What follows belongs to an exercise in optimizing a design on an open flow for small area, a short achievable clock period and few clock cycles per item; a production flow would make more cautious choices.
At most, simulation tests tie the RTL to the original design; equivalence was not proved.
No activity file was given, so power comes from the tool's default toggle rates.

== before ==
// wib_expander
module wib_expander (
    input  wire        clk,
    input  wire        rst,         
    input  wire        in_valid,
    output wire        in_ready,
    input  wire [63:0] in_data,
    output wire        out_valid,
    input  wire        out_ready,
    output wire [63:0] out_data,
    output wire        out_last     
);
    reg  [4:0]  wcnt;       
    reg  [1:0]  ph;         
    reg         hdr;        
    reg  [15:0] x, y;       
    wire [15:0] c0 = in_data[15:0];
    wire [15:0] c1 = in_data[31:16];
    wire [15:0] c2 = in_data[47:32];
    wire [15:0] c3 = in_data[63:48];
    assign out_valid = in_valid & ~hdr;
    assign in_ready  = hdr | (out_ready & (ph != 2'd2));
    assign out_last  = (ph == 2'd3) & (wcnt == 5'd29);
    reg [15:0] s0, s1, s2;
    always @(*) begin
        case (ph)
            2'd0: begin s0 = c0; s1 = c1; s2 = c2; end
            2'd1: begin s0 = x;  s1 = c0; s2 = c1; end
            2'd2: begin s0 = y;  s1 = x;  s2 = c0; end
            default: begin s0 = c1; s1 = c2; s2 = c3; end
        endcase
    end
    wire [47:0] d = {s2, s1, s0};
    assign out_data = {4'h0, d[47:36], 4'h0, d[35:24], 4'h0, d[23:12], 4'h0, d[11:0]};
    wire in_fire  = in_valid & in_ready;
    wire out_fire = in_valid & ~hdr & out_ready;
    wire [4:0] wnext = (wcnt == 5'd29) ? 5'd0 : wcnt + 5'd1;
    always @(posedge clk) begin
        if (in_valid & out_ready) begin
            x <= c3;
            y <= c2;
        end
    end
    always @(posedge clk) begin
        if (rst) begin
            wcnt <= 5'd0;
            ph   <= 2'd0;
            hdr  <= 1'b1;
        end else begin
            if (in_fire) begin
                wcnt <= wnext;
                hdr  <= (wnext <= 5'd3) | (wnext == 5'd16) | (wnext == 5'd17);
            end
            if (out_fire)
                ph <= ph + 2'd1;
        end
    end
endmodule
Size: about 40 flip-flops, ~140 I/O pins, about 2900 um2 of cells after synthesis.
export LEC_CHECK = 0
export CAP_MARGIN = 20
export CORE_MARGIN = 2
export CORE_UTILIZATION = 40
export SLEW_MARGIN = 20
create_clock -name core_clock -period 4.0 [get_ports {clk}]
run.sh (not shown) runs the stock make flow with config.mk's settings and CLKGATE_MAP_FILE= SYNTH_SCRIPT=/design/flow/synth_recipe.tcl, a recipe that flattens the netlist after the stock synthesis.
The flow did not stop early for before: all stages ran, and the layout cleared the timing, design-rule and antenna checks.
Setup changes, before to after
Settings: SETUP_SLACK_MARGIN: unset -> 1.8.
Notes after the runs:
Delta (after minus before): multi-input logic area moved up; number of global-route vias before repair moved up. Compared with before, in after fmax now larger, setup slack went up, routed wire length increased by 1400 um relative to the old numbers. Delta (after minus before): core box area flat; final area climbed 5.5%; post-CTS repair timing setup buffer count has increased. The most common cell after layout, fill and taps aside comes out sky130_fd_sc_hd__inv_1 in one run and sky130_fd_sc_hd__clkdlybuf4s50_1 in the other, namely in after and before respectively. Compared with before, in after top fanout value on the critical path went down; share of cell area taken by multi-input logic gates went down by 0.48 points. Compare before and after | met2 global-route usage higher: after. Per the final summary, after finished and its layout is clean on timing, DRC and antenna.
No run of this note included a check of the RTL's function; only the layout flow was run.

* * *

== job 6654 ==
wib_expander, a different RTL version from the one above (not shown whole).
Size: roughly 140 I/O pins.
clock: 4.0 ns
lec_check: 0
cap_margin: 20
core_margin: 2
core_utilization: 40
setup_slack_margin: 1.63
slew_margin: 20
standard.sh (not shown) runs the stock make flow with config.mk's settings and CLKGATE_MAP_FILE= SYNTH_SCRIPT=/design/flow/synth_recipe.tcl, a recipe that flattens the netlist after the stock synthesis.
==> flow/flow/run.sh <==
#!/bin/bash
# Standard layout, with the port buffers that buffer_ports inserts made of
# sky130_fd_sc_hd__buf_1 instead of the cell it picks by default, and the
# constant outputs left on the one tie cell that synthesis gives them.
set -euo pipefail
export BUFFER_PORTS_ARGS="-buffer_cell sky130_fd_sc_hd__buf_1"
export SKIP_REPAIR_TIE_FANOUT=1
bash standard.sh > standard.log 2>&1
Testbench counts of job 6654, summed over its fixed seeds: cycles 19,456, frames 512.
For job 594, these inputs were changed with respect to job 6654:
-- flow/config.mk --
<<< job 6654, line 11
export SETUP_SLACK_MARGIN = 1.63
>>> job 594, line 11
export SETUP_SLACK_MARGIN = 1.55
Findings:
Per the final summary, job 594 finished and its layout is clean on timing, DRC and antenna.
Both conditions hold for job 6654: the flow ran to the end and the final layout passed the timing, design-rule and antenna checks.
Job 594: setup slack lower than job 6654
Going from job 6654 to job 594, number of buffers on the longest clock path neither gained nor lost much; buffer count excluding the clock tree in the final layout lost 2.5%; synthesized cell count neither gained nor lost much.
Job 594 vs job 6654: detailed-route wire length on metal 1 down by a little under 10%
Compared with job 6654, job 594 improves design area.
When job 594 is set beside job 6654, its post-route non-filler standard cell count turns out to be about 0.7% smaller.
> inputs changed (job 594 -> job 4099)
-- flow/config.mk --
<<< job 594, line 11
export SETUP_SLACK_MARGIN = 1.55
>>> job 4099, line 11
export GPL_ROUTABILITY_DRIVEN = 0
export SETUP_SLACK_MARGIN = 1.7
==> comparison <==
In the reports for job 594 and job 4099, the larger least setup slack across all paths after layout belongs to job 4099. The run showing the greater final layout net count is job 4099. Per the comparison of job 4099 with job 594, sequential cell count saw little to no change; post-route cell area has increased.
Setup changes, job 4099 to job 7033
-- flow/config.mk --
<<< job 4099, line 8
export CAP_MARGIN = 20
>>> job 7033, line 8
export CAP_MARGIN = 0
<<< job 4099, line 11
export GPL_ROUTABILITY_DRIVEN = 0
>>> job 7033, line 11
<<< job 4099, line 13
export SLEW_MARGIN = 20
>>> job 7033, line 12
export SLEW_MARGIN = 0
### Flow results
- Job 7033: no failed stages, no open violations at the end
- As far as number of sinks on the clock net goes, job 7033 and job 4099 are indistinguishable; the numbers are identical.
- Reported for job 7033 and job 4099, number of synthesized register bits turned out identical to the last digit.
- Reported for job 7033 and job 4099, clock skew turned out identical to the last digit.
- The hold slack was comparable across job 7033 and job 4099.
- Job 7033 -> job 4099: die area delta 0, exact match
- Number of stages on the worst hold path came out exactly the same in job 7033 and job 4099.

* * *

Another version of the RTL of wib_expander (not shown whole).
For scale: about 280 cells after synthesis, roughly 43 flip-flops, about 140 I/O pins, about 2600 µm² of cells after synthesis.
clock: 4.0 ns
lec_check: 0
cap_margin: 20
core_margin: 2
core_utilization: 60
setup_slack_margin: 1.7
slew_margin: 20
==> flow/flow/run.sh <==
#!/bin/bash
# Standard layout, with the port buffers that buffer_ports inserts made of
# sky130_fd_sc_hd__buf_1 instead of the cell it picks by default.
set -euo pipefail
export BUFFER_PORTS_ARGS="-buffer_cell sky130_fd_sc_hd__buf_1"
bash standard.sh > standard.log 2>&1
Testbench counts at the start, summed over its fixed seeds: cycles 19,456, frames 512.
Next try:
CORE_UTILIZATION = 40   (was 60)
SETUP_SLACK_MARGIN = 1.9   (was 1.7)
Effect:
- The changed run finished with timing, DRC and antenna clean
- sequential power is about the same
- maximum frequency went up by about 2.8%
- setup slack gains 0.060 ns
- design area went up by about 25%
- via count went up by about 1.6%
- total power went down by about 4.7%
- routed wire length went up by 24%
- flip-flop and latch count does not change
- synthesized cell count stays the same
Next try:
SETUP_SLACK_MARGIN = 1.4   (was 1.9)
Result:
- total power came out lower by about 7%
- final cell count came out lower by about 5%
- die area is unchanged
- clock skew came out lower by 0.0048 ns
- utilization came out lower by 14 points
- fmax came out lower by 7.7%
- combinational power came out lower by 34%
- worst setup slack loses 0.18 ns
Next try:
SETUP_SLACK_MARGIN = 1.7   (was 1.4)
Result: Setup slack improves by 0.11 ns; core utilization is higher by 2.3 points; hold slack stays flat; cell area is higher by about 4.6%.

* * *

Another version of the RTL of wib_expander (not shown whole).
For scale: about 360 cells after synthesis, about 140 I/O pins, ~0.0048 mm2 of cells after synthesis.
==> flow/config.mk <==
export PLATFORM = sky130hd
export DESIGN_NAME = wib_expander
export DESIGN_NICKNAME = wib_expander
export VERILOG_FILES = /design/flow/design.v
export SDC_FILE = /design/flow/constraint.sdc
export NUM_CORES = 4
export LEC_CHECK = 0
export CAP_MARGIN = 20
export CORE_MARGIN = 2
export CORE_UTILIZATION = 40
export CTS_BUF_LIST = sky130_fd_sc_hd__clkbuf_8
export SETUP_SLACK_MARGIN = 1.7
export SLEW_MARGIN = 20
==> flow/constraint.sdc <==
create_clock -name core_clock -period 4.0 [get_ports {clk}]
set_input_delay 0.8000 -clock core_clock [delete_from_list [all_inputs] [get_ports {clk}]]
set_output_delay 0.8000 -clock core_clock [all_outputs]
set_load 0.01 [all_outputs]
==> flow/flow/run.sh <==
#!/bin/bash
# Standard layout, with the port buffers that buffer_ports inserts made of
# sky130_fd_sc_hd__buf_1 instead of the cell it picks by default, and the
# constant outputs left on the one tie cell that synthesis gives them.
set -euo pipefail
export BUFFER_PORTS_ARGS="-buffer_cell sky130_fd_sc_hd__buf_1"
export SKIP_REPAIR_TIE_FANOUT=1
bash standard.sh > standard.log 2>&1
The starting point finished clean.
Testbench counts at the start, summed over its fixed seeds: cycles 19,464, frames 512.
Then changed:
CTS_BUF_LIST = unset   (was sky130_fd_sc_hd__clkbuf_8)
First-iteration DRC count goes up by 8.7%; combinational power stays flat; cell count stays the same; synthesized cell count stays the same; global-route usage barely changes; design area goes up by 3.1%; setup slack improved by 0.0091 ns; area after synthesis stays the same.

* * *

## build 32
RTL: one of the versions met above, not the one the previous note started from.
Size in the first run: about 270 cells after synthesis, ~42 flip-flops, roughly 140 I/O pins, ~0.0026 sq mm of cells after synthesis.
export LEC_CHECK = 0
export CAP_MARGIN = 20
export CORE_MARGIN = 2
export CORE_UTILIZATION = 40
export CTS_CLUSTER_DIAMETER = 300
export CTS_CLUSTER_SIZE = 50
export SETUP_SLACK_MARGIN = 1.55
export SLEW_MARGIN = 20
create_clock -name core_clock -period 4.0 [get_ports {clk}]
Scripts as last shown in full above: flow/flow/run.sh
Every stage of the flow completed for build 32, and the final layout passed the timing, design-rule and antenna checks.
Testbench counts of build 32, summed over its fixed seeds: cycles 19,456, frames 512.
Input-level comparison between build 7 and build 32:
Settings: changing SETUP_SLACK_MARGIN from 1.55 to 1.7; removing CTS_CLUSTER_SIZE (formerly 50); removing CTS_CLUSTER_DIAMETER (formerly 300).
==> flow/flow/run.sh <==
#!/bin/bash
# Standard layout, with the port buffers that buffer_ports inserts made of
# sky130_fd_sc_hd__buf_1 instead of the cell it picks by default.
set -euo pipefail
export BUFFER_PORTS_ARGS="-buffer_cell sky130_fd_sc_hd__buf_1"
bash standard.sh > standard.log 2>&1
Notes after the runs:
Build 7 vs build 32 on cell area: build 7 is the higher one. In the tables for build 7 and build 32, maximum net fanout on the critical path reads lower with build 7. Multi-input combinational cell count went up by a little under 10% going from build 32 to build 7.
Modified inputs, build 33 compared to build 7
Settings: PLACE_DENSITY newly set to 0.8.
==> flow/flow/run.sh <==
#!/bin/bash
# Standard layout, with the port buffers that buffer_ports inserts made of
# sky130_fd_sc_hd__buf_1 instead of the cell it picks by default, and the
# constant outputs left on the one tie cell that synthesis gives them.
set -euo pipefail
export BUFFER_PORTS_ARGS="-buffer_cell sky130_fd_sc_hd__buf_1"
export SKIP_REPAIR_TIE_FANOUT=1
bash standard.sh > standard.log 2>&1
==> comparison <==
- Looking at largest fanout on the critical path, build 33 sits 5 below build 7.
- Clock-buffer cell count | build 33 below build 7
- Re via count of the first global-routing pass: build 33 is 110 up on build 7.
- Between build 7 and build 33, the flow reports power decreasing by a few percent.
- Build 7 ended up with ph[0] as its startpoint of the most critical setup path; build 33 ended up with in_valid.
- Summary — share of total power in combinational logic, build 33 relative to build 7: higher, by 0.5 points.
- Fraction of layout instances using a drive strength above 1: build 7 vs build 33, no meaningful difference
## Diff of input files: build 93 against build 33
Settings: a deleted PLACE_DENSITY that had been 0.8; a change of SETUP_SLACK_MARGIN from 1.7 to 1.55.
==> flow/flow/run.sh <==
#!/bin/bash
# Standard layout, with the port buffers that buffer_ports inserts made of
# sky130_fd_sc_hd__buf_1 instead of the cell it picks by default.
set -euo pipefail
export BUFFER_PORTS_ARGS="-buffer_cell sky130_fd_sc_hd__buf_1"
bash standard.sh > standard.log 2>&1
### Flow results
No stage failed in build 93, and the final checks on the layout all came back clean.
The last element of the critical path comes out out_data[24] in one run and out_valid in the other, namely in build 93 and build 33 respectively.
Row count: build 93 vs build 33 identical
Compared with build 33, wire length on met3 in build 93 decreased by more than a quarter.
Vias: build 93 below build 33
Relative to build 33, build 93 degrades setup slack of the critical path after layout.
The lower area of the multi-input gates of build 93 and build 33 is in build 33.
Delta(clock network fraction of design power, build 93 - build 33) > 0
Build 93 ended up with a higher share of the clock period used by the worst path after layout than build 33 did.
Of build 93 and build 33, build 33 shows the higher met1 layer wirelength in the final routing, with build 93 below it.
Changes observed in build 93 relative to build 33: total of clock buffers placed in the layout increased 2, maximum clock frequency lower.
Relative to build 93, the following input files were edited for build 82:
Settings: SETUP_SLACK_MARGIN changed from 1.55 to 1.7.
==> flow/flow/run.sh <==
#!/bin/bash
# Standard layout, with the port buffers that buffer_ports inserts made of
# sky130_fd_sc_hd__buf_1 instead of the cell it picks by default, and the
# constant outputs left on the one tie cell that synthesis gives them.
set -euo pipefail
export BUFFER_PORTS_ARGS="-buffer_cell sky130_fd_sc_hd__buf_1"
export SKIP_REPAIR_TIE_FANOUT=1
bash standard.sh > standard.log 2>&1
--- outcome ---
The fmax in build 82 is 1.06 times that in build 93. [diff] post-route cell area, build 82 relative to build 93: regression. Compared with build 93, in build 82 post-layout minimum cycle time has decreased, final critical-path share of the clock period shows a reduction of 3.5 points, worst path setup slack after routing shows an increase of 0.14 ns. Max logic gate share of total power across build 82 and build 93: build 82. Critical path depth in build 82 is 1 above build 93.

-- what the ideal ports hide --
The flow's constraints put no driver on any port. The routed layouts listed below were extracted and timed again, unchanged, in two steps. Step 1 assumes that a clkbuf_16 drives the clock port and a buf_2 every other input. Step 2 also shifts input and output timing later by t, the mid clock arrival at the registers, as if the neighbouring blocks saw the same clock. a / b / c = ideal / step 1 / step 2; a / b = the first two.
| run | shift t [ns] | slack for setup (ns) | hold slack, ns | pins driven straight from the clock port |
|---|---|---|---|---|
| before | 0.323 | 0.596 / 0.565 / 0.832 | 0.568 / 0.568 / 0.568 | 1 |
| after | 0.330 | 1.342 / 1.310 / 1.418 | 0.562 / 0.562 / 0.562 | 1 |
| job 6654 | 0.317 | 1.739 / 1.711 / 1.770 | 0.480 / 0.480 / 0.480 | 1 |
| job 594 | 0.315 | 1.709 / 1.681 / 1.771 | 0.479 / 0.479 / 0.479 | 1 |
| job 4099 | 0.319 | 1.838 / 1.809 / 1.812 | 0.481 / 0.481 / 0.481 | 1 |
| job 7033 | 0.319 | 1.838 / 1.809 / 1.812 | 0.481 / 0.481 / 0.481 | 1 |
| the first run of note 3 | 0.319 | 1.784 / 1.758 / 1.699 | 0.495 / 0.495 / 0.495 | 1 |
| the second run of note 3 | 0.324 | 1.844 / 1.821 / 1.821 | 0.494 / 0.494 / 0.494 | 1 |
| the third run of note 3 | 0.321 | 1.666 / 1.635 / 1.619 | 0.502 / 0.502 / 0.502 | 1 |
| the fourth run of note 3 | 0.324 | 1.778 / 1.758 / 1.559 | 0.503 / 0.503 / 0.503 | 1 |
| the first run of note 4 | 0.443 | 1.805 / 1.773 / 1.721 | 0.451 / 0.451 / 0.451 | 1 |
| the second run of note 4 | 0.436 | 1.815 / 1.784 / 1.568 | 0.443 / 0.443 / 0.443 | 1 |
| build 32 | 0.315 | 1.709 / 1.681 / 1.771 | 0.479 / 0.479 / 0.479 | 1 |
| build 7 | 0.320 | 1.805 / 1.777 / 1.805 | 0.489 / 0.489 / 0.489 | 1 |
| build 33 | 0.316 | 1.796 / 1.769 / 1.770 | 0.498 / 0.498 / 0.498 | 1 |
| build 93 | 0.317 | 1.699 / 1.671 / 1.756 | 0.489 / 0.489 / 0.489 | 1 |
| build 82 | 0.319 | 1.838 / 1.809 / 1.812 | 0.481 / 0.481 / 0.481 | 1 |
After both steps every run listed still meets setup and hold. The setup slack of the second run of note 4, which loses most, moves by -0.031 ns with the drivers and by -0.247 ns with both steps.
